What follows belongs to an exercise in optimizing a design on an open flow for small area; a production flow would make more cautious choices.
At most, simulation tests tie the RTL to the original design; equivalence was not proved.
Only the layout flow was run in run 2; the RTL was not checked for function there.
Power is estimated from default activity; no workload was simulated.

### flow/run.sh
#!/bin/bash
# synth_recipe.tcl (not shown) runs the flow's synth.tcl, then flattens the netlist and writes it again
# the make line also repeats each setting of config.mk as NAME=value (left out here)
make -C /OpenROAD-flow-scripts/flow DESIGN_CONFIG=/design/flow/config.mk WORK_HOME=/design/flow/orfs CLKGATE_MAP_FILE= SYNTH_SCRIPT=/design/flow/synth_recipe.tcl finish
### flow/design.v
module magicgen (
    input  wire         clk,
    input  wire         rst,
    input  wire         cmd_valid,
    output wire         cmd_ready,
    input  wire [129:0] cmd_word,
    output wire         rsp_valid,
    input  wire         rsp_ready,
    output wire [40:0]  rsp_word
);
    localparam [3:0] PH_INIT = 4'd0;
    localparam [3:0] PH_P1   = 4'd1;
    localparam [3:0] PH_X0   = 4'd2;
    localparam [3:0] PH_P2   = 4'd3;
    localparam [3:0] PH_P3   = 4'd4;
    localparam [3:0] PH_FL   = 4'd5;
    localparam [3:0] PH_MUL  = 4'd6;
    localparam [3:0] PH_HEN  = 4'd7;
    localparam [3:0] PH_DONE = 4'd8;
    reg        rv;
    reg  [3:0] ph;
    reg  [6:0] cnt;
    reg [31:0] r1;
    reg [32:0] r2;
    reg [31:0] r3;
    reg        qs;
    reg  [1:0] st;
    reg  [1:0] opr;
    wire [1:0]  op = cmd_word[129:128];
    wire [31:0] bw = cmd_word[95:64];
    wire [63:0] a  = cmd_word[63:0];
    wire [31:0] D  = a[31:0];
    wire isMul = (op == 2'd0);
    wire isS   = (op == 2'd1);
    wire isU   = (op == 2'd2);
    wire isInv = (op == 2'd3);
    wire neg   = isS & D[31];
    wire done = (ph == PH_DONE);
    assign cmd_ready = ~rv & (~cmd_valid | done);
    assign rsp_valid = rv;
    wire oU = (opr == 2'd2);
    wire oM = opr[0] ^ opr[1];
    assign rsp_word  = {st, r2[32] & oU, {r3[6], r3[4:0]} & {6{oM}}, r2[31:0]};
    wire in_range = (a[63:32] == 32'h0) || (a[63:31] == {33{1'b1}});
    wire d_zero   = (D[31:1] == 31'h0);
    wire d_ones   = (D == 32'hFFFFFFFF);
    reg  [1:0] err;
    always @(*) begin
        err = 2'd0;
        if (!isMul && !in_range)            err = 2'd1;
        else if (isS && (d_zero || d_ones)) err = 2'd2;
        else if (isU && d_zero)             err = 2'd2;
        else if (isInv && !D[0])            err = 2'd3;
    end
    wire p_P1  = (ph == PH_P1);
    wire p_X0  = (ph == PH_X0);
    wire p_P2  = (ph == PH_P2);
    wire p_P3  = (ph == PH_P3);
    wire p_FL  = (ph == PH_FL);
    wire p_MUL = (ph == PH_MUL);
    wire p_HEN = (ph == PH_HEN);
    wire p_INI = (ph == PH_INIT);
    wire cnt_end = (cnt == r3[6:0]);
    wire c1 = p_P1 ? (((cnt == 7'd0) & isU) | ((cnt == 7'd1) & isS) | ((cnt == 7'd32) & neg))
                   : (isU | (isInv & cnt_end));
    wire inv = ~neg;
    wire [32:0] a1 = p_HEN ? {1'b0, r1} : {r1, c1};
    wire [32:0] b1 = p_HEN ? {1'b0, D & {32{r1[0]}}} : {1'b1, D ^ {32{inv}}};
    wire [33:0] s1 = {1'b0, a1} + {1'b0, b1} + {33'h0, inv & ~p_HEN};
    wire        ge = s1[33];
    wire [31:0] r1_div = (ge & ~p_MUL) ? s1[31:0] : a1[31:0];
    wire [31:0] r1_nxt = p_HEN ? s1[32:1] : r1_div;
    wire g2  = (p_P2 & ~qs) | (p_MUL & r1[31]) | p_X0;
    wire c2  = (p_P1 | p_X0) ? qs : ((p_P3 | p_FL) ? (qs ^ neg) : 1'b0);
    wire ci2 = p_X0 ? ~neg : (p_P2 ? (~qs & neg) : (p_FL & (isS | isU) & ~neg));
    wire [32:0] b2 = ({1'b0, r3} & {33{g2}}) ^ {33{p_X0}};
    wire [32:0] s2 = {r2[31:0], c2} + b2 + {32'h0, ci2};
    wire x_pos  = ~s2[32] & (s2 != 33'h0);
    wire p2_stop = p_P2 & (cnt != 7'd0) & (x_pos | (isU & cnt[6]));
    wire [6:0] pfin = (cnt[6:5] == 2'b00) ? 7'd32 : cnt;
    always @(posedge clk) begin
        if (p_INI)
            r1 <= {D[31:1] & {31{~isS & ~isU}}, D[0] & isMul};
        else if (p_X0 || p2_stop)
            r1 <= {31'h0, isS};
        else
            r1 <= r1_nxt;
        if (rst) begin
            rv <= 1'b0;
            ph <= PH_INIT;
        end else if (rv) begin
            if (rsp_ready) rv <= 1'b0;
        end else if (!cmd_valid) begin
            ph <= PH_INIT;
        end else begin
            cnt <= cnt + 7'd1;
            case (ph)
            PH_INIT: begin
                st  <= err;
                opr <= (err != 2'd0) ? 2'd0 : op;
                r2  <= 33'h0;
                r3  <= isMul ? bw : 32'd32;
                qs  <= 1'b0;
                cnt <= 7'd0;
                if (err != 2'd0) ph <= PH_DONE;
                else if (isMul)  ph <= PH_MUL;
                else if (isInv)  ph <= PH_HEN;
                else             ph <= PH_P1;
            end
            PH_P1: begin
                qs <= ge;
                r2 <= s2;
                if (cnt == 7'd32) begin
                    r3 <= isU ? ~r1_nxt : {1'b0, ~r1_nxt[30:0]};
                    ph <= PH_X0;
                end
            end
            PH_X0: begin
                r2  <= s2;
                qs  <= 1'b0;
                cnt <= 7'd0;
                ph  <= PH_P2;
            end
            PH_P2: begin
                qs <= ge;
                if (p2_stop) begin
                    r2     <= {33{neg}};
                    r3[6:0] <= pfin;
                    qs     <= 1'b0;
                    cnt    <= 7'd1;
                    ph     <= PH_P3;
                end else if (cnt != 7'd0) begin
                    r2 <= s2;
                end
            end
            PH_P3: begin
                qs <= ge;
                r2 <= s2;
                if (cnt_end) ph <= PH_FL;
            end
            PH_FL: begin
                r2 <= s2;
                ph <= PH_DONE;
            end
            PH_MUL: begin
                r2 <= s2;
                if (cnt == 7'd31) ph <= PH_DONE;
            end
            PH_HEN: begin
                if (cnt == 7'd31) begin
                    cnt <= 7'd1;
                    ph  <= PH_P3;
                end
            end
            PH_DONE: begin
                if (cmd_ready) begin
                    rv <= 1'b1;
                    ph <= PH_INIT;
                end
            end
            default: ph <= PH_INIT;
            endcase
        end
    end
endmodule
### flow/constraint.sdc
create_clock -name core_clock -period 20.0 [get_ports {clk}]
set_input_delay 4.0000 -clock core_clock [delete_from_list [all_inputs] [get_ports {clk}]]
set_output_delay 4.0000 -clock core_clock [all_outputs]
set_load 0.01 [all_outputs]
### flow/config.mk
export PLATFORM = sky130hd
export DESIGN_NAME = magicgen
export DESIGN_NICKNAME = magicgen
export VERILOG_FILES = /design/flow/design.v
export SDC_FILE = /design/flow/constraint.sdc
export NUM_CORES = 4
export LEC_CHECK = 0
export CAP_MARGIN = 20
export CORE_MARGIN = 2
export CORE_UTILIZATION = 40
export PLACE_DENSITY = 0.6
export SLEW_MARGIN = 20
==> impl_metrics.py, run 1 <==
metrics = {
    "run_status": {
        "status": "finished clean",
    },
    "global_routing": {
        "overflow": 0,
        "grt_pass1_vias": 11095,
        "grt_antenna_before_repair": 0,
        "grt_pass1_wl_mm": 60.3,
        "grt_max_degree": 62,
        "track_usage_pct": 24.5,
    },
    "floorplan": {
        "die_h_um": 176,
        "io_pins": 177,
        "die_w_um": 176,
        "rows": 62,
        "core_area_mm2": 0.0289,
        "initial_core_util_pct": 40.9,
        "dieArea_mm2": 0.0310,
    },
    "detailed_routing": {
        "via_per_inst": 5.84,
        "ant_nets": 0,
        "routed_wl_mm": 38.0,
        "dr.pass1.iters": 5,
        "drc": 0,
        "vias": 11739,
        "wire_per_inst_um": 18.9,
        "drt_iter0_drc": 1092,
    },
    "synthesis": {
        "yosysWarnings": 1,
        "synth_flop_cell": "edfxtp_1",
        "syn_nets": 1759,
        "synth_area_mm2": 0.0118,
        "synth_edf_count": 77,
        "avgSynthCellArea_um2": 7.64,
        "ys_types": 78,
        "synth.yosys.seq_area_share_pct": 25.8,
        "ys_ff_latch": 114,
        "synthArstFlopShare_pct": 0,
        "netlist_instances": 1550,
    },
    "clocking": {
        "insertion_delay_ps": 430,
        "clock_path_buffers": 2,
        "numCtsBuffers": 17,
        "post_cts_buffers": 0,
        "ctsResizeCount": 0,
        "cts_tree": "built",
        "htreeDepth": 4,
        "clk_pin_slew_ps": 60,
        "ctsHoldBuffers": 0,
        "clock-sinks": 114,
        "root_buffer": "clkbuf_16",
    },
    "sta": {
        "setup-tns-final_ps": 0,
        "fmax_mhz": 90.0,
        "fin_crit_ps": 11120,
        "slew_headroom_pct": 29.5,
        "setup_viol": 0,
        "drv_slew": 0,
        "timing.final.crit_share_pct": 55.6,
        "fin_skew_ps": 20.7,
        "grt_setup_unrepaired": "no",
        "hold_viol": 0,
        "whs_ps": 693,
        "worstMarginPinSlew_ps": 1030,
    },
    "power_and_ir_drop": {
        "ir_drop_mv": 0.0575,
        "p_total_uw": 1060,
        "pwr_density_cell_mw_per_mm2": 76.2,
        "power_leakage_uw": 0.00566,
    },
    "setup_path": {
        "arrival_ps": 11270,
        "critPathMaxFanout": 17,
        "critPathLaunchType": "input pin",
        "crit_required_ps": 20150,
        "endpoint_kind": "register",
        "worstSetupPathType": "in -> reg",
        "cpPeakStageDelay_ps": 970,
        "worst_path_max_delay_cell": "a2111oi_0",
        "path_cells": "clkdlybuf4s50_1, inv_1, ha_1, nand2_1, inv_1, ha_1, nand2b_1, a21oi_1, a31oi_1, nor2_1, fa_1, inv_1, fa_1, nand2b_1, a21oi_1, o21ai_0, a2111oi_0, a31oi_1, mux2i_1, or4_1, or4_4, nand3_1, buf_4, a21oi_1",
    },
    "cells_and_area": {
        "final_common_cell": "nand2_1",
        "nets": 1821,
        "post-route-util_pct": 48.1,
        "nFillCells": 2823,
        "synthToLayoutAreaGrowth_pct": 17.6,
        "antenna_cells": 0,
        "drive_above_1_share_pct": 5.11,
        "most-common-layout-cells": "214 x nand2_1, 158 x nor2_1, 144 x clkdlybuf4s50_1",
    },
    "worst_hold_path": {
        "hold_class": "reg -> reg",
    },
    "placement": {
        "hpwl_mm": 29.2,
        "portBuffers": 144,
        "gp_congestion": 0.940,
    },
    "job": {
        "maxCapViolations": 0,
    },
}
per-stage QoR:
stage | instances | instance area, um2 | worst slack (ps)
after floorplan | 1550 | 11800 | 10770
after global placement | 1977 | 13300 | 8670
after detailed placement | 1977 | 13300 | 8540
after CTS | 2009 | 13900 | 8950
after global routing | 2009 | 13900 | 8360
final | 2009 | 13900 | 8890
cell type report:
class,instances,area (um2),share of cell area [%]
clock inverter,15,174,1.25
inverter,43,161,1.16
tap,384,480,3.45
sequential,114,3050,21.9
clock buffer,17,425,3.05
multi-input combinational,1276,8070,58.0
timing repair buffer,160,1560,11.2
worst paths after layout:
path	start	end	slack, ps	depth (start not counted)
setup / recovery	cmd_word[129]	r2[2]$_DFFE_PP_	8890	24
hold / removal	r1[26]$_DFF_P_	r1[27]$_DFF_P_	690	4
setup reg to reg	ph[0]$_SDFFE_PP0P_	r2[2]$_DFFE_PP_	12200	17
hold reg to reg	r1[26]$_DFF_P_	r1[27]$_DFF_P_	690	4
critical path: cells and delay by family:
family	cells	cell delay (ps)
AND/OR/NAND/NOR	7	2440
AO/OA/AOI/OAI	7	2190
adder cells (fa/ha/maj)	4	1200
buffers and inverters	5	1160
multiplexers	1	260
registers in the layout (all words and copies together) (netlist names):
| name | flops |
|---|---|
| cnt | 7 |
| opr | 2 |
| ph | 4 |
| qs | 1 |
| r1 | 32 |
| r2 | 33 |
| r3 | 32 |
| rv | 1 |
| st | 2 |
kinds of logic (layout without fill, tap and decap cells):
logic type      count (synthesis)  in the layout  synth area share, %
simple gates                  606            606                 24.0
mux                            24             24                 2.08
xor+xnor                      121            121                 8.95
fa+ha+maj                      75             75                 8.18
buf+inv                       160            235                 6.53
compound gates                450            450                 24.5
flops                         114            114                 25.8
where the power goes:
part | switching (uW) | internal, uW | total [uW]
logic | 265 | 176 | 442
clock network | 131 | 187 | 319
registers | 22.1 | 279 | 301
Yosys cell counts, types with 5 or more instances:
cell type  instances  area (um2)
a31oi_1           16         100
xnor2_1           65         569
xor2_1            56         490
and3_1            16         100
a22o_1            20         175
nand3_1           50         250
mux2_2             5        56.3
o2111ai_1          5        43.8
buf_6              5        56.3
dfxtp_1           37         741
o31ai_1           12        90.1
clkbuf_1          62         233
nand2_1          214         803
nor2b_1           17         106
nor3_1            29         145
a211oi_1           7        52.6
a21o_1            43         323
o41ai_1            7        61.3
a211o_1            7        61.3
inv_1             43         161
ha_1              71         888
o21ai_1           13        65.1
nand2b_1          13        81.3
edfxtp_1          77        2310
nor2_1           161         604
o211ai_1          12        90.1
buf_1             10        37.5
buf_2              6        30.0
nand4_1           29         181
o21bai_1          10        75.1
o21ai_0           97         485
or2_2              7        43.8
mux2i_1           19         190
a21oi_1          130         651
o31a_1             6        52.6
a22oi_1            5        37.5
or3_1             12        75.1
o21a_1            13        97.6
o22ai_1            6        37.5
and2_1             8        50.1
nor4_1            25         156
buf_4             34         255
routing by layer:
layer  vias to the layer above  GRT usage (%)  part of all wire [%]
met5                         -              0                     0
met4                         0           8.09                   2.6
met3                        61           2.61                   4.7
met2                       365           40.4                    47
met1                      5561           33.6                    45
li1                       5752              -                     -
==> run 2, diff against run 1 <==
--- a/flow/design.v
+++ b/flow/design.v
@@ -63,2 +63,5 @@
     wire cnt_end = (cnt == r3[6:0]);
+    wire [6:0] cnt_inc;
+    wire       cnt_co;
+    rca #(.W(7)) u_inc (.a(cnt), .b(7'd0), .ci(1'b1), .s(cnt_inc), .co(cnt_co));
     wire c1 = p_P1 ? (((cnt == 7'd0) & isU) | ((cnt == 7'd1) & isS) | ((cnt == 7'd32) & neg))
@@ -68,3 +71,4 @@
     wire [32:0] b1 = p_HEN ? {1'b0, D & {32{r1[0]}}} : {1'b1, D ^ {32{inv}}};
-    wire [33:0] s1 = {1'b0, a1} + {1'b0, b1} + {33'h0, inv & ~p_HEN};
+    wire [33:0] s1;
+    rca #(.W(33)) u_add1 (.a(a1), .b(b1), .ci(inv & ~p_HEN), .s(s1[32:0]), .co(s1[33]));
     wire        ge = s1[33];
@@ -76,3 +80,5 @@
     wire [32:0] b2 = ({1'b0, r3} & {33{g2}}) ^ {33{p_X0}};
-    wire [32:0] s2 = {r2[31:0], c2} + b2 + {32'h0, ci2};
+    wire [32:0] s2;
+    wire        s2_co;
+    rca #(.W(33)) u_add2 (.a({r2[31:0], c2}), .b(b2), .ci(ci2), .s(s2), .co(s2_co));
     wire x_pos  = ~s2[32] & (s2 != 33'h0);
@@ -95,3 +101,3 @@
         end else begin
-            cnt <= cnt + 7'd1;
+            cnt <= cnt_inc;
             case (ph)
@@ -165 +171,19 @@
 endmodule
+module rca #(parameter W = 8) (
+    input  wire [W-1:0] a,
+    input  wire [W-1:0] b,
+    input  wire         ci,
+    output wire [W-1:0] s,
+    output wire         co
+);
+    wire [W:0] c;
+    assign c[0] = ci;
+    genvar i;
+    generate
+        for (i = 0; i < W; i = i + 1) begin : g_bit
+            assign s[i]   = a[i] ^ b[i] ^ c[i];
+            assign c[i+1] = (a[i] & b[i]) | (c[i] & (a[i] ^ b[i]));
+        end
+    endgenerate
+    assign co = c[W];
+endmodule
==> flow/flow/run.sh (new file) <==
#!/bin/bash
# Standard synthesis and layout; the ports are buffered with the smallest
# buffer (buf_1) instead of the default pick.
set -euo pipefail
bash standard.sh synth > synth.log 2>&1
bash standard.sh "BUFFER_PORTS_ARGS=-buffer_cell sky130_fd_sc_hd__buf_1" finish > layout.log 2>&1
==> flow/standard.sh (new file) <==
#!/bin/bash
# synth_recipe.tcl (not shown) runs the flow's synth.tcl, then flattens the netlist and writes it again
# the make line also repeats each setting of config.mk as NAME=value (left out here)
make -C /OpenROAD-flow-scripts/flow DESIGN_CONFIG=/design/flow/config.mk WORK_HOME=/design/flow/orfs CLKGATE_MAP_FILE= SYNTH_SCRIPT=/design/flow/synth_recipe.tcl "${@:-finish}"
--- a/flow/config.mk
+++ b/flow/config.mk
@@ -10,2 +10,3 @@
 export CORE_UTILIZATION = 40
+export CTS_BUF_LIST = sky130_fd_sc_hd__clkbuf_4 sky130_fd_sc_hd__clkbuf_2
 export PLACE_DENSITY = 0.6
removed: flow/run.sh
==> run 2 against run 1 <==
Effect of this change:
- still clean on timing, DRC and antenna
- flip-flop and latch count unchanged
- power shrank 21%
- setup slack got worse by 8400 ps
- critical path depth is 25 higher
- die area fell by 25%
- sequential power hardly changed
- largest cell class unchanged
- highest routed layer unchanged
==> impl_metrics.py, run 2 <==
metrics = {
    "synthesis": {
        "synthMuxAreaShare_pct": 3.54,
        "yosysWarnings": 1,
        "synthXorXnorAreaFrac_pct": 7.37,
        "avgSynthCellArea_um2": 9.84,
        "synth_top_area_share_pct": 26.3,
        "synth_area_mm2": 0.00880,
        "yosys-top-cells-area": "edfxtp_1 26%, fa_1 15%, dfxtp_1 8.4%",
        "ys_ff_latch": 114,
        "synth_simple_gate_area_share_pct": 15.2,
        "synth_top_family_by_area": "adder cells",
        "synth_compound_area_share_pct": 16.5,
        "syn_nets": 1106,
        "post-synth-top-area-cell": "edfxtp_1",
        "synth_flop_cell": "edfxtp_1",
        "synth.yosys.seq_area_share_pct": 34.7,
        "ys_types": 59,
        "synth_edf_count": 77,
        "synth_commonest_cells": "93 x nor2_1, 77 x edfxtp_1, 65 x xnor2_1",
        "synth_fa_ha_area_share_pct": 16.6,
        "yosysMostFrequentCell": "nor2_1",
        "netlist_instances": 894,
        "synthArstFlopShare_pct": 0,
    },
    "cells_and_area": {
        "largestRegisters": "r2: 33 flops, r1: 32 flops, r3: 32 flops",
        "drive_above_1_share_pct": 17.1,
        "nFillCells": 2032,
        "final_common_cell": "buf_1",
        "register_area_mm2": 0.00305,
        "final_cells": 1329,
        "nets": 1248,
        "multi_input_area_mm2": 0.00551,
        "regMostFlops": "r2",
        "largest_reg_flops": 33,
        "most-common-layout-cells": "143 x buf_1, 89 x nor2_1, 77 x edfxtp_1",
        "synthToLayoutAreaGrowth_pct": 18.4,
    },
    "run_status": {
        "status": "finished clean",
    },
    "clocking": {
        "clock-sinks": 114,
        "htreeDepth": 4,
        "clk_pin_slew_ps": 100,
        "numCtsBuffers": 17,
        "insertion_delay_ps": 570,
        "root_buffer": "clkbuf_4",
        "cts_tree": "built",
        "clock_path_buffers": 2,
    },
    "sta": {
        "timing.final.crit_share_pct": 97.4,
        "fin_crit_ps": 19480,
        "fin_skew_ps": 22.0,
        "drv_slew": 0,
        "worstMarginPinSlew_ps": 949,
        "setup_viol": 0,
        "slew_headroom_pct": 36.6,
        "whs_ps": 595,
        "hold_viol": 0,
        "fmax_mhz": 51.3,
    },
    "worst_hold_path": {
        "hold_class": "reg -> reg",
        "hold_depth": 2,
    },
    "setup_path": {
        "crit_path_frequent_cell": "fa_1",
        "cpPeakStageDelay_ps": 540,
        "worst_path_max_delay_cell": "fa_1",
        "worstRegToRegCells": 47,
        "worstSetupPathType": "in -> reg",
        "endpoint_kind": "register",
        "crit_required_ps": 20450,
        "critPathMaxFanout": 4,
        "arrival_ps": 19930,
        "critPathLaunchType": "input pin",
    },
    "global_routing": {
        "grt_antenna_before_repair": 1,
        "overflow": 0,
        "grt_max_degree": 69,
        "track_usage_pct": 20.2,
        "grt_pass1_vias": 6916,
        "grt_pass1_wl_mm": 36.9,
    },
    "placement": {
        "portBuffers": 144,
        "dp_cells": 1290,
        "gp_congestion": 0.877,
        "hpwl_mm": 17.9,
    },
    "detailed_routing": {
        "vias": 7254,
        "wire_per_inst_um": 17.8,
        "dr.pass1.iters": 7,
        "drt_iter0_drc": 471,
        "drc": 0,
        "routed_wl_mm": 23.7,
        "via_per_inst": 5.46,
        "ant_nets": 0,
    },
    "floorplan": {
        "dieArea_mm2": 0.0232,
        "rows": 54,
        "initial_core_util_pct": 40.6,
        "core_area_mm2": 0.0217,
        "die_h_um": 152,
        "io_pins": 177,
        "die_w_um": 152,
    },
    "power_and_ir_drop": {
        "pwr_density_cell_mw_per_mm2": 80.0,
        "p_total_uw": 834,
        "power_leakage_uw": 0.00409,
        "ir_drop_mv": 0.0395,
    },
    "job": {
        "maxCapViolations": 0,
    },
}
run 2: cell count changes after synthesis, moves of 47 or more:
cell     before  now
a21oi_1     130   36
fa_1          4   64
ha_1         71   14
nand2_1     214   59
nor2_1      161   93
o21ai_0      97   40
xor2_1       56    9
run 2: cell type report:
cell class	count	share of cell area [%]
Sequential cell	114	29.3
Timing Repair Buffer	213	11.3
Tap cell	280	3.36
Multi-Input combinational cell	672	52.9
Inverter	18	0.648
Clock inverter	12	1.14
Antenna cell	2	0.0480
Clock buffer	18	1.30
run 2: repair_timing:
action                     4_1_cts  5_1_grt
pin swaps                        4        5
setup endpoints to repair      115      116
cloned                           0        3
hold buffers                     0        0
setup buffers                    1        3
resized for setup               31       40
run 2: cell families after synthesis:
logic type,Yosys count
AOI/OAI and AO/OA,209
buffers and inverters,109
muxes,31
xor gates and xnor gates,74
and+or+nand+nor,279
DFF,114
adders and majority gates,78
run 2: stage by stage:
step           TNS, ps  setup slack (ps)  utilization (%)  area (um2)
4_1_cts              0              17.6             47.0       10200
6_report             0               524             48.0       10400
3_3_place_gp    -92770             -1010             45.2        9810
2_1_floorplan        0              22.8                -        8850
3_5_place_dp    -97940             -1010             45.3        9820
5_1_grt           -117             -42.0             48.0       10400
run 2: report_power, final:
group          internal, uW  total (uW)  leakage (uW)  switching (uW)
clock network          72.3         165      0.000134            92.9
logic                   178         367       0.00292             189
registers               279         302       0.00104            23.0
run 2: worst paths after layout:
| path | startpoint | slack, ps | end |
|---|---|---|---|
| worst max-delay path | cmd_word[129] | 520 | ph[1]$_SDFFE_PP0P_ |
| worst min-delay path | rv$_SDFF_PP0_ | 590 | rv$_SDFF_PP0_ |
| worst max register to register | ph[0]$_SDFFE_PP0P_ | 3010 | r1[26]$_DFF_P_ |
| worst min register to register | rv$_SDFF_PP0_ | 590 | rv$_SDFF_PP0_ |
run 2: per-layer routing:
metal	track usage, %	wire length [um]	vias up
met3	4.15	1270	30
met5	0	0	-
li1	-	-	3503
met4	5.47	396	0
met1	28.8	11200	3477
met2	31.3	10800	244
run 2: critical path: cells and delay by family:
kind,cells,cell delay (ps)
buffers and inverters,5,550
and+or+nand+nor,4,420
adders and majority gates,34,13750
AOI/OAI and AO/OA,6,1170
==> run 3, diff against run 2 <==
--- a/flow/design.v
+++ b/flow/design.v
@@ -22,3 +22,3 @@
     reg  [6:0] cnt;
-    reg [31:0] r1;
+    reg [32:0] r1;
     reg [32:0] r2;
@@ -32,7 +32,12 @@
     wire [31:0] D  = a[31:0];
-    wire isMul = (op == 2'd0);
-    wire isS   = (op == 2'd1);
-    wire isU   = (op == 2'd2);
-    wire isInv = (op == 2'd3);
-    wire neg   = isS & D[31];
+    wire cMul = (op == 2'd0);
+    wire cS   = (op == 2'd1);
+    wire cU   = (op == 2'd2);
+    wire cInv = (op == 2'd3);
+    reg  nr;
+    wire isMul = (opr == 2'd0);
+    wire isS   = (opr == 2'd1);
+    wire isU   = (opr == 2'd2);
+    wire isInv = (opr == 2'd3);
+    wire neg   = nr;
     wire done = (ph == PH_DONE);
@@ -49,6 +54,6 @@
         err = 2'd0;
-        if (!isMul && !in_range)            err = 2'd1;
-        else if (isS && (d_zero || d_ones)) err = 2'd2;
-        else if (isU && d_zero)             err = 2'd2;
-        else if (isInv && !D[0])            err = 2'd3;
+        if (!cMul && !in_range)            err = 2'd1;
+        else if (cS && (d_zero || d_ones)) err = 2'd2;
+        else if (cU && d_zero)             err = 2'd2;
+        else if (cInv && !D[0])            err = 2'd3;
     end
@@ -66,12 +71,12 @@
     rca #(.W(7)) u_inc (.a(cnt), .b(7'd0), .ci(1'b1), .s(cnt_inc), .co(cnt_co));
-    wire c1 = p_P1 ? (((cnt == 7'd0) & isU) | ((cnt == 7'd1) & isS) | ((cnt == 7'd32) & neg))
-                   : (isU | (isInv & cnt_end));
-    wire inv = ~neg;
-    wire [32:0] a1 = p_HEN ? {1'b0, r1} : {r1, c1};
-    wire [32:0] b1 = p_HEN ? {1'b0, D & {32{r1[0]}}} : {1'b1, D ^ {32{inv}}};
-    wire [33:0] s1;
-    rca #(.W(33)) u_add1 (.a(a1), .b(b1), .ci(inv & ~p_HEN), .s(s1[32:0]), .co(s1[33]));
-    wire        ge = s1[33];
-    wire [31:0] r1_div = (ge & ~p_MUL) ? s1[31:0] : a1[31:0];
-    wire [31:0] r1_nxt = p_HEN ? s1[32:1] : r1_div;
+    wire inv1 = ~neg & ~p_HEN;
+    wire [32:0] b1 = {~p_HEN, D ^ {32{inv1}}};
+    wire [32:0] s1;
+    wire        ge;
+    rca #(.W(33)) u_add1 (.a(r1), .b(b1), .ci(inv1), .s(s1), .co(ge));
+    wire c_nx = p_P1 ? (((cnt == 7'd0) & isS) | ((cnt == 7'd31) & neg))
+                     : (isU | (isInv & (cnt == 7'd32)));
+    wire        take = p_HEN ? r1[0] : (ge & ~p_MUL);
+    wire [32:0] sel  = take ? s1 : r1;
+    wire [32:0] r1_nxt = p_HEN ? {1'b0, sel[32:1]} : {sel[31:0], c_nx};
     wire g2  = (p_P2 & ~qs) | (p_MUL & r1[31]) | p_X0;
@@ -88,5 +93,5 @@
         if (p_INI)
-            r1 <= {D[31:1] & {31{~isS & ~isU}}, D[0] & isMul};
+            r1 <= {1'b0, D[31:1] & {31{~cS & ~cU}}, (D[0] & cMul) | cU};
         else if (p_X0 || p2_stop)
-            r1 <= {31'h0, isS};
+            r1 <= {31'h0, isS, isU};
         else
@@ -107,3 +112,4 @@
                 r2  <= 33'h0;
-                r3  <= isMul ? bw : 32'd32;
+                r3  <= cMul ? bw : 32'd33;
+                nr  <= cS & D[31];
                 qs  <= 1'b0;
@@ -111,4 +117,4 @@
                 if (err != 2'd0) ph <= PH_DONE;
-                else if (isMul)  ph <= PH_MUL;
-                else if (isInv)  ph <= PH_HEN;
+                else if (cMul)   ph <= PH_MUL;
+                else if (cInv)   ph <= PH_HEN;
                 else             ph <= PH_P1;
@@ -119,3 +125,3 @@
                 if (cnt == 7'd32) begin
-                    r3 <= isU ? ~r1_nxt : {1'b0, ~r1_nxt[30:0]};
+                    r3 <= isU ? ~sel[31:0] : {1'b0, ~sel[30:0]};
                     ph <= PH_X0;
==> flow/flow/run.sh (replaced) <==
#!/bin/bash
# Standard synthesis, then the standard layout with: ports buffered with
# buf_1; a clock tree of a few clkbuf_8 clusters, without dummy loads.
set -euo pipefail
bash standard.sh synth > synth.log 2>&1
bash standard.sh "BUFFER_PORTS_ARGS=-buffer_cell sky130_fd_sc_hd__buf_1" \
  "CTS_ARGS=-sink_clustering_enable -repair_clock_nets -dont_use_dummy_load -buf_list sky130_fd_sc_hd__clkbuf_8 -sink_clustering_size 30 -sink_clustering_max_diameter 100" \
  finish > layout.log 2>&1
--- a/flow/config.mk
+++ b/flow/config.mk
@@ -10,3 +10,2 @@
 export CORE_UTILIZATION = 40
-export CTS_BUF_LIST = sky130_fd_sc_hd__clkbuf_4 sky130_fd_sc_hd__clkbuf_2
 export PLACE_DENSITY = 0.6
==> run 3 against run 2 <==
Effect of this change:
- still clean on timing, DRC and antenna
- flip-flop and latch count up 2
- critical path depth down 6
- sequential power about the same
- sequential share of layout area up 4.0 points
- final area down 11%
- clock power down 4%
- area after synthesis down 3.4%
- critical path type unchanged
- largest cell class unchanged
==> impl_metrics.py, run 3 <==
metrics = {
    "run_status": {
        "status": "finished clean",
    },
    "cells_and_area": {
        "nets": 1138,
        "final_common_cell": "buf_1",
        "drive_above_1_share_pct": 5.41,
        "largestRegisters": "r1: 33 flops, r2: 33 flops, r3: 32 flops",
        "final_cells": 1199,
        "synthToLayoutAreaGrowth_pct": 9.57,
        "antenna_cells": 0,
        "most-common-layout-cells": "144 x buf_1, 95 x nand2_1, 78 x edfxtp_1",
    },
    "synthesis": {
        "synth_compound_area_share_pct": 11.7,
        "synth_flop_cell": "edfxtp_1",
        "syn_nets": 1040,
        "avgSynthCellArea_um2": 10.3,
        "synthMuxAreaShare_pct": 3.55,
        "yosys-top-cells-area": "edfxtp_1 28%, fa_1 15%, dfxtp_1 9.0%",
        "synth_simple_gate_area_share_pct": 16.7,
        "synth_top_area_share_pct": 27.6,
        "synth_edf_count": 78,
        "synth_top_family_by_area": "adder cells",
        "yosysMostFrequentCell": "nand2_1",
        "yosysWarnings": 1,
        "synth_commonest_cells": "95 x nand2_1, 78 x edfxtp_1, 64 x fa_1",
        "ys_types": 62,
        "synth.yosys.seq_area_share_pct": 36.5,
        "netlist_instances": 828,
        "synthArstFlopShare_pct": 0,
        "post-synth-top-area-cell": "edfxtp_1",
        "synth_fa_ha_area_share_pct": 17.1,
        "synthXorXnorAreaFrac_pct": 7.73,
        "ys_ff_latch": 116,
        "synth_area_mm2": 0.00850,
    },
    "floorplan": {
        "core_area_mm2": 0.0210,
        "die_h_um": 150,
        "initial_core_util_pct": 40.6,
        "rows": 53,
        "die_w_um": 150,
        "io_pins": 177,
        "dieArea_mm2": 0.0224,
    },
    "setup_path": {
        "cpPeakStageDelay_ps": 450,
        "crit_required_ps": 20320,
        "endpoint_kind": "register",
        "cpLargestDelayFamily": "adder cells",
        "critPathMaxFanout": 22,
        "critPathLaunchType": "input pin",
        "crit_buf_inv": 6,
        "worst_path_max_delay_cell": "fa_1",
        "worstSetupPathType": "in -> reg",
        "arrival_ps": 18880,
        "crit_path_frequent_cell": "fa_1",
    },
    "clocking": {
        "clock_path_buffers": 2,
        "cts_tree": "built",
        "insertion_delay_ps": 450,
        "post_cts_buffers": 0,
        "ctsResizeCount": 0,
        "numCtsBuffers": 17,
        "clk_pin_slew_ps": 50,
        "htreeDepth": 4,
        "root_buffer": "clkbuf_8",
        "ctsHoldBuffers": 0,
        "clock-sinks": 116,
    },
    "power_and_ir_drop": {
        "p_sw_uw": 242,
        "ir_drop_mv": 0.0425,
        "p_comb_share_pct": 32.6,
        "power_leakage_uw": 0.00348,
        "pwr_density_cell_mw_per_mm2": 73.3,
        "seqPwrFrac_pct": 44.2,
        "power.internal_uw": 441,
        "netSwitchingFraction_pct": 35.5,
        "p_clk_share_pct": 23.1,
    },
    "global_routing": {
        "grt_pass1_wl_mm": 35.0,
        "grt_antenna_before_repair": 0,
        "grt_pass1_vias": 6352,
        "overflow": 0,
        "grt_max_degree": 36,
        "track_usage_pct": 20.3,
    },
    "placement": {
        "portBuffers": 144,
        "hpwl_mm": 16.8,
        "gp_congestion": 0.891,
        "dp_cells": 1182,
    },
    "sta": {
        "setup-tns-final_ps": 0,
        "fin_crit_ps": 18570,
        "fmax_mhz": 53.9,
        "fin_skew_ps": 30.6,
        "hold_viol": 0,
        "grt_setup_unrepaired": "no",
        "slew_headroom_pct": 30.9,
        "timing.final.crit_share_pct": 92.8,
        "worstMarginPinSlew_ps": 1040,
        "drv_slew": 0,
        "setup_viol": 0,
    },
    "worst_hold_path": {
        "hold_class": "reg -> reg",
    },
    "job": {
        "maxCapViolations": 0,
    },
    "detailed_routing": {
        "vias": 6477,
        "drt_iter0_drc": 362,
        "routed_wl_mm": 21.9,
        "wire_per_inst_um": 18.3,
        "ant_nets": 0,
        "via_per_inst": 5.40,
        "dr.pass1.iters": 5,
        "drc": 0,
    },
}
[run 3: changes by cell type in the layout (fill, tap and decap cells not counted), sizes merged, moves of 24 or more]
cell,previous run,this run
nor2,93,58
nand2,59,95
a22o,34,7
xnor2,65,33
a21o,32,2
xor2,9,42
o21ai,41,12
o21a,2,28
a211oi,28,4
buf,211,157
[run 3: routing by layer]
layer | part of all wire (%) | vias up | track usage [%]
met2 | 45 | 244 | 31.1
li1 | - | 3103 | -
met4 | 1.7 | 0 | 6.27
met1 | 47 | 3103 | 29.4
met3 | 6.2 | 27 | 3.75
met5 | 0 | - | 0
[run 3: tightest hold or removal path, stage by stage (launching register included)]
cell	delay, ps
dfxtp_1	330
o21ai_1	110
o21ai_1	120
[run 3: power by group through the flow]
stage,clock network [uW],logic [uW],registers [uW]
finish,158,223,302
global route,171,248,307
CTS,162,224,302
detailed placement,0,223,308
global placement,0,219,307
floorplan,0,159,302
[run 3: area by class of cell]
cell class                      instances  area, um2
Fill cell                            2091      11600
Multi-Input combinational cell        600       4870
Sequential cell                       116       3100
Timing Repair Buffer                  157        638
Tap cell                              275        344
Clock buffer                           17        234
Inverter                               34        128
[run 3: logic make-up after synthesis]
kind of cell,count (synthesis)
compound gates,131
xor+xnor,75
simple gates,286
fa+ha+maj,78
buf+inv,112
mux,30
flops,116
[run 3: metrics by stage]
step	utilization, %	hold slack [ps]	instance area, um2	power [uW]	setup slack (ps)
3_5_place_dp	43.3	599	9080	531	918
5_1_grt	44.4	653	9310	726	846
6_report	44.4	600	9310	683	1430
2_1_floorplan	-	532	8500	461	1940
4_1_cts	44.4	606	9310	688	1330
3_3_place_gp	43.3	581	9080	526	953
[run 3: final timing paths]
kind,start,end,slack [ps],cells after the start
worst min register to register,r1[30]$_DFF_P_,r1[31]$_DFF_P_,600,2
worst max-delay path,cmd_word[0],r1[30]$_DFF_P_,1430,43
worst max register to register,ph[0]$_SDFFE_PP0P_,cnt[2]$_DFFE_PP_,2770,47
worst min-delay path,r1[30]$_DFF_P_,r1[31]$_DFF_P_,600,2
==> run 4, diff against run 3 <==
==> flow/flow/run.sh (replaced) <==
#!/bin/bash
# Standard synthesis, then the standard layout with: ports buffered with
# buf_1; a clock tree of a few clkbuf_8 clusters, without dummy loads.
set -euo pipefail
bash standard.sh synth > synth.log 2>&1
bash standard.sh "BUFFER_PORTS_ARGS=-buffer_cell sky130_fd_sc_hd__buf_1" \
  "CTS_ARGS=-sink_clustering_enable -repair_clock_nets -dont_use_dummy_load -buf_list sky130_fd_sc_hd__clkbuf_8 -sink_clustering_size 80 -sink_clustering_max_diameter 300" \
  finish > layout.log 2>&1
==> run 4 against run 3 <==
Effect of this change:
- power unchanged
- combinational power about the same
- area after synthesis unchanged
- critical path type unchanged
- sequential power about the same
- hold slack unchanged
- clock power about the same
- via count unchanged
- synthesized cell count unchanged
- critical path depth unchanged
- register-to-register slack about the same
- flip-flop and latch count unchanged
- largest cell class unchanged
==> impl_metrics.py, run 4 <==
metrics = {
    "run_status": {
        "status": "finished clean",
    },
    "setup_path": {
        "critPathMaxFanout": 22,
        "arrival_ps": 18880,
        "crit_required_ps": 20320,
        "worstSetupPathType": "in -> reg",
        "crit_path_frequent_cell": "fa_1",
        "endpoint_kind": "register",
        "worst_path_max_delay_cell": "fa_1",
        "critPathLaunchType": "input pin",
        "cpPeakStageDelay_ps": 450,
    },
    "synthesis": {
        "yosysWarnings": 1,
        "synth_fa_ha_area_share_pct": 17.1,
        "synthMuxAreaShare_pct": 3.55,
        "netlist_instances": 828,
        "synthArstFlopShare_pct": 0,
        "avgSynthCellArea_um2": 10.3,
        "synth_top_family_by_area": "adder cells",
        "yosys-top-cells-area": "edfxtp_1 28%, fa_1 15%, dfxtp_1 9.0%",
        "post-synth-top-area-cell": "edfxtp_1",
        "synth_flop_cell": "edfxtp_1",
        "ys_types": 62,
        "yosysMostFrequentCell": "nand2_1",
        "synth_compound_area_share_pct": 11.7,
        "ys_ff_latch": 116,
        "synth_simple_gate_area_share_pct": 16.7,
        "synthXorXnorAreaFrac_pct": 7.73,
        "syn_nets": 1040,
        "synth.yosys.seq_area_share_pct": 36.5,
        "synth_top_area_share_pct": 27.6,
        "synth_edf_count": 78,
        "synth_commonest_cells": "95 x nand2_1, 78 x edfxtp_1, 64 x fa_1",
        "synth_area_mm2": 0.00850,
    },
    "job": {
        "maxCapViolations": 0,
    },
    "cells_and_area": {
        "design_area_mm2": 0.00931,
        "drive_above_1_share_pct": 5.41,
        "most-common-layout-cells": "144 x buf_1, 95 x nand2_1, 78 x edfxtp_1",
        "antenna_cells": 0,
        "largestRegisters": "r1: 33 flops, r2: 33 flops, r3: 32 flops",
        "nFillCells": 2091,
        "synthToLayoutAreaGrowth_pct": 9.57,
        "final_common_cell": "buf_1",
        "nets": 1138,
    },
    "clocking": {
        "clock_path_buffers": 2,
        "cts_tree": "built",
        "numCtsBuffers": 17,
        "post_cts_buffers": 0,
        "ctsHoldBuffers": 0,
        "htreeDepth": 4,
        "insertion_delay_ps": 450,
        "clk_pin_slew_ps": 50,
        "clock-sinks": 116,
        "ctsResizeCount": 0,
        "root_buffer": "clkbuf_8",
    },
    "detailed_routing": {
        "routed_wl_mm": 21.9,
        "via_per_inst": 5.40,
        "vias": 6477,
        "wire_per_inst_um": 18.3,
        "drt_iter0_drc": 362,
        "dr.pass1.iters": 5,
        "ant_nets": 0,
        "drc": 0,
    },
    "floorplan": {
        "dieArea_mm2": 0.0224,
        "rows": 53,
        "die_w_um": 150,
        "die_h_um": 150,
        "io_pins": 177,
        "core_area_mm2": 0.0210,
        "initial_core_util_pct": 40.6,
    },
    "global_routing": {
        "grt_max_degree": 36,
        "track_usage_pct": 20.3,
        "overflow": 0,
        "grt_pass1_wl_mm": 35.0,
        "grt_antenna_before_repair": 0,
        "grt_pass1_vias": 6352,
    },
    "sta": {
        "grt_setup_unrepaired": "no",
        "setup_viol": 0,
        "worstMarginPinSlew_ps": 1040,
        "whs_ps": 600,
        "hold_viol": 0,
        "drv_slew": 0,
        "slew_headroom_pct": 30.9,
        "setup-tns-final_ps": 0,
        "fin_skew_ps": 30.6,
        "fin_crit_ps": 18570,
        "timing.final.crit_share_pct": 92.8,
        "fmax_mhz": 53.9,
        "worst_slack_ps": 1430,
    },
    "placement": {
        "place_ws_ps": 918,
        "dpl_cell_area_mm2": 0.00908,
        "gp_congestion": 0.891,
        "hpwl_mm": 16.8,
        "portBuffers": 144,
    },
    "power_and_ir_drop": {
        "power_leakage_uw": 0.00348,
        "ir_drop_mv": 0.0425,
        "pwr_density_cell_mw_per_mm2": 73.3,
    },
    "worst_hold_path": {
        "hold_class": "reg -> reg",
    },
}
==> run 4: worst max-delay path, delay by kind of cell <==
| family | cells | cell delay [ps] |
|---|---|---|
| adder cells (fa/ha/maj) | 32 | 12860 |
| buffers and inverters | 6 | 760 |
| AO/OA/AOI/OAI | 3 | 630 |
| multiplexers | 2 | 600 |
==> run 4: report_power, final <==
part	total, uW	internal, uW	switching [uW]
clock network	158	74.4	83.6
logic	223	84.1	139
registers	302	282	20.0
==> run 4: final timing paths <==
kind	from	end	slack [ps]	cells after the start
max	cmd_word[0]	r1[30]$_DFF_P_	1430	43
min	r1[30]$_DFF_P_	r1[31]$_DFF_P_	600	2
max reg2reg	ph[0]$_SDFFE_PP0P_	cnt[2]$_DFFE_PP_	2770	47
min reg2reg	r1[30]$_DFF_P_	r1[31]$_DFF_P_	600	2
==> run 4: final cells by class <==
cell class,instances,area [um2],area share (%)
clock buffers,17,234,2.51
inverters,34,128,1.37
multi-input cells,600,4870,52.3
flip-flops and latches,116,3100,33.3
well taps,275,344,3.69
repair buffers,157,638,6.85
==> run 4: cells by family (layout without fill, tap and decap cells) <==
family | Yosys count | count (layout)
flip-flops | 116 | 116
XOR/XNOR | 75 | 75
adder cells (fa/ha/maj) | 78 | 78
AND/OR/NAND/NOR | 286 | 286
buffers and inverters | 112 | 208
AO/OA/AOI/OAI | 131 | 131
multiplexers | 30 | 30
==> run 4: layer usage <==
layer  GRT usage (%)  part of all wire, %
met3            3.75                  6.2
met4            6.27                  1.7
met1            29.4                   47
met2            31.1                   45
met5               0                    0
==> run 4: per-stage QoR <==
stage | total power [uW] | cells | util, %
after floorplan | 461 | 828 | -
after global placement | 526 | 1182 | 43.3
after detailed placement | 531 | 1182 | 43.3
after CTS | 688 | 1199 | 44.4
after global routing | 726 | 1199 | 44.4
final | 683 | 1199 | 44.4
==> run 5, diff against run 4 <==
==> flow/flow/run.sh (replaced) <==
#!/bin/bash
# The standard flow's synthesis with an area-oriented ABC mapping script, then the
# standard layout with: ports buffered with buf_1; a clock tree of a few
# clkbuf_8 clusters, without dummy loads.
set -euo pipefail
export OWN_WORK=$PWD
export OWN_ABC_SCRIPT=$PWD/flow/abc_area.script
bash standard.sh "SYNTH_SCRIPT=$PWD/flow/own_synth.tcl" synth > synth.log 2>&1
bash standard.sh "BUFFER_PORTS_ARGS=-buffer_cell sky130_fd_sc_hd__buf_1" \
  "CTS_ARGS=-sink_clustering_enable -repair_clock_nets -dont_use_dummy_load -buf_list sky130_fd_sc_hd__clkbuf_8 -sink_clustering_size 80 -sink_clustering_max_diameter 300" \
  finish > layout.log 2>&1
==> flow/flow/abc_area.script (new file) <==
&get -n
&st
&dch
&nf
&put
==> flow/flow/own_synth.tcl (new file) <==
# The standard flow's synthesis script (synth_recipe.tcl), with the final ABC mapping run
# with an area-oriented script (no buffering or gate upsizing). Registers are
# mapped before this step, so they are the same as in the standard synthesis.
proc abc {args} {
  set i [lsearch -exact $args -script]
  if { $i >= 0 } {
    set args [lreplace $args $i [expr {$i + 1}] -script $::env(OWN_ABC_SCRIPT)]
  }
  yosys abc {*}$args
}
source $::env(OWN_WORK)/synth_recipe.tcl
==> run 5 against run 4 <==
Effect of this change:
- highest routed layer unchanged
- critical endpoint is now r1[1]$_DFF_P_
- hold slack got worse by 78 ps
- area after synthesis decreased by 5.4%
- clock-buffer cell count unchanged
- largest power group is now combinational logic
- final area decreased by 2.6%
==> impl_metrics.py, run 5 <==
metrics = {
    "detailed_routing": {
        "drc": 0,
        "wire_per_inst_um": 18.5,
        "dr.pass1.iters": 5,
        "routed_wl_mm": 21.5,
        "via_per_inst": 5.50,
        "ant_nets": 0,
        "drt_iter0_drc": 311,
        "vias": 6407,
    },
    "setup_path": {
        "cpPeakStageDelay_ps": 610,
        "worstRegToRegCells": 49,
        "crit_path_frequent_cell": "fa_1",
        "cp-startpoint": "cmd_word[0]",
        "critPathLaunchType": "input pin",
        "critPathMaxFanout": 24,
        "worstSetupPathType": "in -> reg",
        "crit_required_ps": 20320,
        "worst_path_max_delay_cell": "o21ai_0",
        "r2r_slack_ps": 2330,
        "endpoint_kind": "register",
        "r2r-start": "ph[3]$_SDFFE_PP0P_",
        "arrival_ps": 19220,
        "reg2reg_to": "cnt[3]$_DFFE_PP_",
    },
    "floorplan": {
        "die_w_um": 146,
        "dieArea_mm2": 0.0213,
        "initial_core_util_pct": 41.1,
        "core_area_mm2": 0.0196,
        "io_pins": 177,
        "rows": 51,
        "die_h_um": 146,
    },
    "synthesis": {
        "synth_flop_cell": "edfxtp_1",
        "synth.yosys.seq_area_share_pct": 38.6,
        "synth_commonest_cells": "95 x a21oi_1, 78 x edfxtp_1, 64 x fa_1",
        "ys_types": 48,
        "synth_area_mm2": 0.00804,
        "yosys-top-cells-area": "edfxtp_1 29%, fa_1 16%, dfxtp_1 9.5%",
        "avgSynthCellArea_um2": 10.6,
        "post-synth-top-area-cell": "edfxtp_1",
        "syn_nets": 971,
        "netlist_instances": 759,
        "synth_top_area_share_pct": 29.1,
        "yosysMostFrequentCell": "a21oi_1",
        "synth_edf_count": 78,
        "synthArstFlopShare_pct": 0,
        "yosysWarnings": 1,
        "ys_ff_latch": 116,
    },
    "clocking": {
        "ctsResizeCount": 0,
        "clock-sinks": 116,
        "root_buffer": "clkbuf_8",
        "insertion_delay_ps": 460,
        "ctsHoldBuffers": 0,
        "post_cts_buffers": 0,
        "htreeDepth": 4,
        "clock_path_buffers": 2,
        "cts_tree": "built",
        "numCtsBuffers": 17,
        "clk_pin_slew_ps": 60,
    },
    "worst_hold_path": {
        "hold_depth": 2,
        "hp-start": "rv$_SDFF_PP0_",
        "holdPathEnd": "rv$_SDFF_PP0_",
        "hold_class": "reg -> reg",
    },
    "sta": {
        "worstMarginPinSlew_ps": 964,
        "fmax_mhz": 52.9,
        "timing.final.crit_share_pct": 94.5,
        "slew_headroom_pct": 35.6,
        "fin_skew_ps": 31.3,
        "grt_setup_unrepaired": "no",
        "setup_viol": 0,
        "setup-tns-final_ps": 0,
        "worst_slack_ps": 1090,
        "hold_viol": 0,
        "drv_slew": 0,
        "fin_crit_ps": 18910,
    },
    "global_routing": {
        "grt_use_met3_pct": 4.23,
        "grt.met1_usage_pct": 30.5,
        "grt_busiest_layer": "met2",
        "grt_pass1_vias": 6349,
        "grt_util_met2_pct": 31.4,
        "overflow": 0,
        "track_usage_pct": 21.0,
        "grt_pass1_wl_mm": 35.0,
        "grt_max_degree": 68,
        "grt_antenna_before_repair": 0,
    },
    "cells_and_area": {
        "largestRegisters": "r1: 33 flops, r2: 33 flops, r3: 32 flops",
        "antenna_cells": 0,
        "drive_above_1_share_pct": 3.89,
        "nFillCells": 1889,
        "design_area_mm2": 0.00907,
        "synthToLayoutAreaGrowth_pct": 12.8,
        "nets": 1113,
        "final_common_cell": "buf_1",
        "most-common-layout-cells": "144 x buf_1, 94 x a21oi_1, 78 x edfxtp_1",
    },
    "power_and_ir_drop": {
        "power_leakage_uw": 0.00318,
        "pwr_density_cell_mw_per_mm2": 148,
        "ir_drop_mv": 0.0618,
    },
    "run_status": {
        "status": "finished clean",
    },
    "job": {
        "maxCapViolations": 0,
    },
    "placement": {
        "portBuffers": 144,
        "dpl_cell_area_mm2": 0.00881,
        "hpwl_mm": 16.1,
        "gp_congestion": 0.842,
        "place_ws_ps": 648,
    },
}
## run 5: routing by layer
metal / routed length (um) / vias to the layer above
li1: - / 3096
met1: 10100 / 3045
met2: 9600 / 237
met3: 1320 / 29
met4: 421 / 0
met5: 0 / -
## run 5: worst max path at each step
stage | endpoint | depth (start not counted)
2_1_floorplan | r1[29]$_DFF_P_ | 42
3_3_place_gp | r1[1]$_DFF_P_ | 44
3_5_place_dp | r1[30]$_DFF_P_ | 44
4_1_cts | r1[30]$_DFF_P_ | 44
5_1_grt | r1[1]$_DFF_P_ | 44
6_report | r1[1]$_DFF_P_ | 44
## run 5: critical path: cells and delay by family
kind	cells	cell delay [ps]
adders and majority gates	32	13000
AOI/OAI and AO/OA	4	1180
buffers and inverters	5	640
and+or+nand+nor	3	360
## run 5: logic make-up after synthesis
logic type | count (synthesis) | synth area share (%)
adders and majority gates | 78 | 18.1
DFF | 116 | 38.6
AOI/OAI and AO/OA | 236 | 18.1
buffers and inverters | 66 | 4.57
muxes | 28 | 3.48
and+or+nand+nor | 190 | 12.3
xor gates and xnor gates | 45 | 4.90
## run 5: cell type report
class                   count  area (um2)  area share (%)
clock buffers              17         234            2.58
inverters                  34         128            1.41
multi-input cells         577        4630            51.1
flip-flops and latches    116        3100            34.2
well taps                 265         332            3.65
repair buffers            155         643            7.09
## run 5: power breakdown
part	switching (uW)	internal, uW
Combinational	473	298
Clock	84.9	74.4
Sequential	58.5	356
Total	616	728
## run 5: per-stage QoR
step                      hold slack [ps]  power [uW]  std cells  util, %
after detailed placement              518        1180       1146     45.0
after floorplan                       523         980        759        -
after global placement                505        1170       1146     45.0
after global routing                  545        1480       1164     46.3
final                                 522        1340       1164     46.3
after CTS                             524        1340       1163     46.1

==> separate check: timing with driven ports <==
How much do the figures lean on ideal ports? The routed layouts below were timed once more, with nothing changed but the port constraints.
Step 1 assumes that a clkbuf_16 drives the clock port and a buf_2 every other input.
Step 2 moves the port delays by t, midway between the first and last clock arrival at a register: inputs arrive t later, outputs are due t later. That takes back most of the time a late clock gives input paths.
Slacks: ideal / step 1 / step 2; pairs: ideal / step 1.
run | shift t [ns] | setup slack, ns | clock arrival spread, ns
run 1 | 0.466 | 8.885 / 8.884 / 8.419 | 0.021 / 0.021
run 2 | 0.596 | 0.524 / 0.530 / -0.066 | 0.022 / 0.022
run 3 | 0.478 | 1.434 / 1.444 / 0.966 | 0.031 / 0.031
run 4 | 0.478 | 1.434 / 1.444 / 0.966 | 0.031 / 0.031
run 5 | 0.484 | 1.095 / 1.107 / 0.623 | 0.031 / 0.031
With both steps, setup timing fails in run 2, where it was met with ideal ports. For run 2, which loses most, drivers alone change the setup slack by +0.006 ns; drivers and shift together by -0.590 ns.
